What follows belongs to an exercise in optimizing a design on an open flow for small area, a short achievable clock period and few clock cycles; a production flow would make more cautious choices.
Function was checked by simulation only, so behaviour that the tests miss may differ from the original.

## exp/willow
==> flow/design.v (excerpt) <==
module pll_solver (
    input  wire        clk,
    input  wire        rst,
    input  wire        start,
    input  wire [31:0] pclk,
    input  wire [31:0] refclk,
    input  wire [7:0]  dpi_lanes,
    input  wire [7:0]  dsi_lanes,
    input  wire [15:0] hsw,
    input  wire [15:0] hbp,
    input  wire [15:0] vsw,
    input  wire [15:0] vbp,
    output wire        ready,
    output reg         done,
    output reg  [2:0]  err,
    output reg         valid,
    output reg  [8:0]  fbd,
    output reg  [3:0]  prd,
    output reg  [1:0]  frs,
    output reg  [31:0] pll_freq,
    output wire [31:0] bitclk,
    output reg  [31:0] target,
    output reg  [31:0] hsync,
    output reg  [16:0] vsync
);
    localparam integer K = 6;    
    localparam integer J = 8;    
    localparam [2:0] ERR_NONE         = 3'd0;
    localparam [2:0] ERR_OUT_OF_RANGE = 3'd1;
    localparam [2:0] ERR_NO_SOLUTION  = 3'd2;
    localparam [2:0] ERR_BAD_CONFIG   = 3'd4;
    localparam [3:0] S_IDLE   = 4'd0;
    localparam [3:0] S_SETUP  = 4'd1;    
    localparam [3:0] S_TDIV1  = 4'd2;    
    localparam [3:0] S_TDIV2  = 4'd3;    
    localparam [3:0] S_TDIVW  = 4'd4;    
    localparam [3:0] S_RANGE  = 4'd5;    
    localparam [3:0] S_QS     = 4'd6;    
    localparam [3:0] S_SEARCH = 4'd7;    
    localparam [3:0] S_SPEC   = 4'd8;    
    localparam [3:0] S_SPECB  = 4'd9;    
    localparam [3:0] S_SPECE  = 4'd10;   
    localparam [3:0] S_FIN    = 4'd11;   
    localparam [1:0] H_IDLE   = 2'd0;
    localparam [1:0] H_MUL    = 2'd1;    
    localparam [1:0] H_DIV    = 2'd2;    
    localparam [1:0] H_DIVW   = 2'd3;    
  ...
Size in the first run: roughly 8100 cells after synthesis, roughly 580 flip-flops, ~310 I/O pins.
Settings: LEC_CHECK=0, CAP_MARGIN=20, CORE_MARGIN=2, CORE_UTILIZATION=40, SLEW_MARGIN=20; clock period 200.0 ns.
run.sh (not shown) runs the stock make flow with config.mk's settings and CLKGATE_MAP_FILE= SYNTH_SCRIPT=/design/flow/synth_recipe.tcl, a recipe that flattens the netlist after the stock synthesis.
Testbench counts of exp/willow, summed over its fixed seeds: cycles 4,380.
Relative to exp/willow, the following input files were edited for exp/amber:
-- flow/design.v --
<<< exp/willow, line 200
                        (m_n == 3'd2) ? {3'd0, mu_acc, mu_b[31:16]} :
                                        {11'd0, mu_acc, mu_b[31:24]};
    wire        h_short = (p_val[51:44] == 8'd0) && (p_val[43:12] < c_pclk);
    reg         hshort;
    wire [16:0] hsum, vsum;
>>> exp/amber, line 200
                        (m_n == 3'd2) ? {3'd0, mu_acc, mu_b[31:16]} :
                                        {11'd0, mu_acc, mu_b[31:24]};
    wire [31:0] hs_d;
    wire        hs_ge;
    pll_rca #(.W(32)) cmp_hs (.a(p_val[43:12]), .b(~c_pclk), .ci(1'b1), .s(hs_d), .co(hs_ge));
    wire        h_short = (p_val[51:44] == 8'd0) && !hs_ge;
    reg         hshort;
    wire [16:0] hsum, vsum;
<<< exp/willow, line 211
    wire        cfg_ok = (c_pclk != 32'd0) && (c_ref != 32'd0) &&
                         (c_dpi != 8'd0) && (c_dsi != 8'd0);
    wire        ge0 = (target >= 32'd1000000000);
    wire        ge1 = (target >= 32'd500000000);
    wire        ge2 = (target >= 32'd250000000);
    wire        ge3 = (target >= 32'd125000000);
    wire        ge4 = (target >= 32'd62500000);
    wire        in0 = !ge0 && ge1;
    wire        in1 = !ge1 && ge2;
>>> exp/amber, line 214
    wire        cfg_ok = (c_pclk != 32'd0) && (c_ref != 32'd0) &&
                         (c_dpi != 8'd0) && (c_dsi != 8'd0);
    wire        ge0, ge1, ge2, ge3, ge4;
    wire [31:0] gd0, gd1, gd2, gd3, gd4;
    pll_rca #(.W(32)) cmp_g0 (.a(target), .b(~32'd1000000000), .ci(1'b1), .s(gd0), .co(ge0));
    pll_rca #(.W(32)) cmp_g1 (.a(target), .b(~32'd500000000),  .ci(1'b1), .s(gd1), .co(ge1));
    pll_rca #(.W(32)) cmp_g2 (.a(target), .b(~32'd250000000),  .ci(1'b1), .s(gd2), .co(ge2));
    pll_rca #(.W(32)) cmp_g3 (.a(target), .b(~32'd125000000),  .ci(1'b1), .s(gd3), .co(ge3));
    pll_rca #(.W(32)) cmp_g4 (.a(target), .b(~32'd62500000),   .ci(1'b1), .s(gd4), .co(ge4));
    wire        in0 = !ge0 && ge1;
    wire        in1 = !ge1 && ge2;
--- outcome ---
[compare] base=exp/willow new=exp/amber: area enclosed by the die boundary down about 1.7%; post-layout minimum cycle time now smaller; gate count after technology mapping fell about 2.4%. Between exp/willow and exp/amber, met3 routing resource usage after global routing is lower for exp/amber, exp/willow comes in above that. When exp/amber is set beside exp/willow, its total wirelength of the detailed-routed design turns out to be about 3.4% smaller. Both conditions hold for exp/amber: the flow ran to the end and the final layout passed the timing, design-rule and antenna checks. Count of inserted tapcells shrinks slightly when moving from exp/willow to exp/amber. Looking at unique cell type count in the Yosys netlist across exp/willow and exp/amber, the one that comes out lower is exp/amber.
Testbench counts of exp/amber, summed over its fixed seeds: cycles 4,380.

==> separate check: timing with driven ports <==
Ports are ideal in the flow. The routed layouts listed here were re-timed in OpenROAD. Step 1 assumes that a clkbuf_16 drives the clock port and a buf_2 every other input. Step 2 adds t to the input delays and takes it off the output delays; t is the mean of the earliest and latest rising clock arrival at the registers after step 1. Input paths then give back, and output paths get back, about the clock's delay inside the block. a / b / c = ideal ports / drivers / drivers and shift; a / b = the first two.
run | shift t [ns] | setup WS [ns] | worst setup path at the end | clock arrival spread, ns | pins driven straight from the clock port
exp/willow | 0.797 | 157.762 / 157.681 / 158.126 | input to register | 0.079 / 0.080 | 1
exp/amber | 0.831 | 157.776 / 157.689 / 158.080 | input to register | 0.057 / 0.057 | 1
After both steps setup and hold are still met in every run listed.
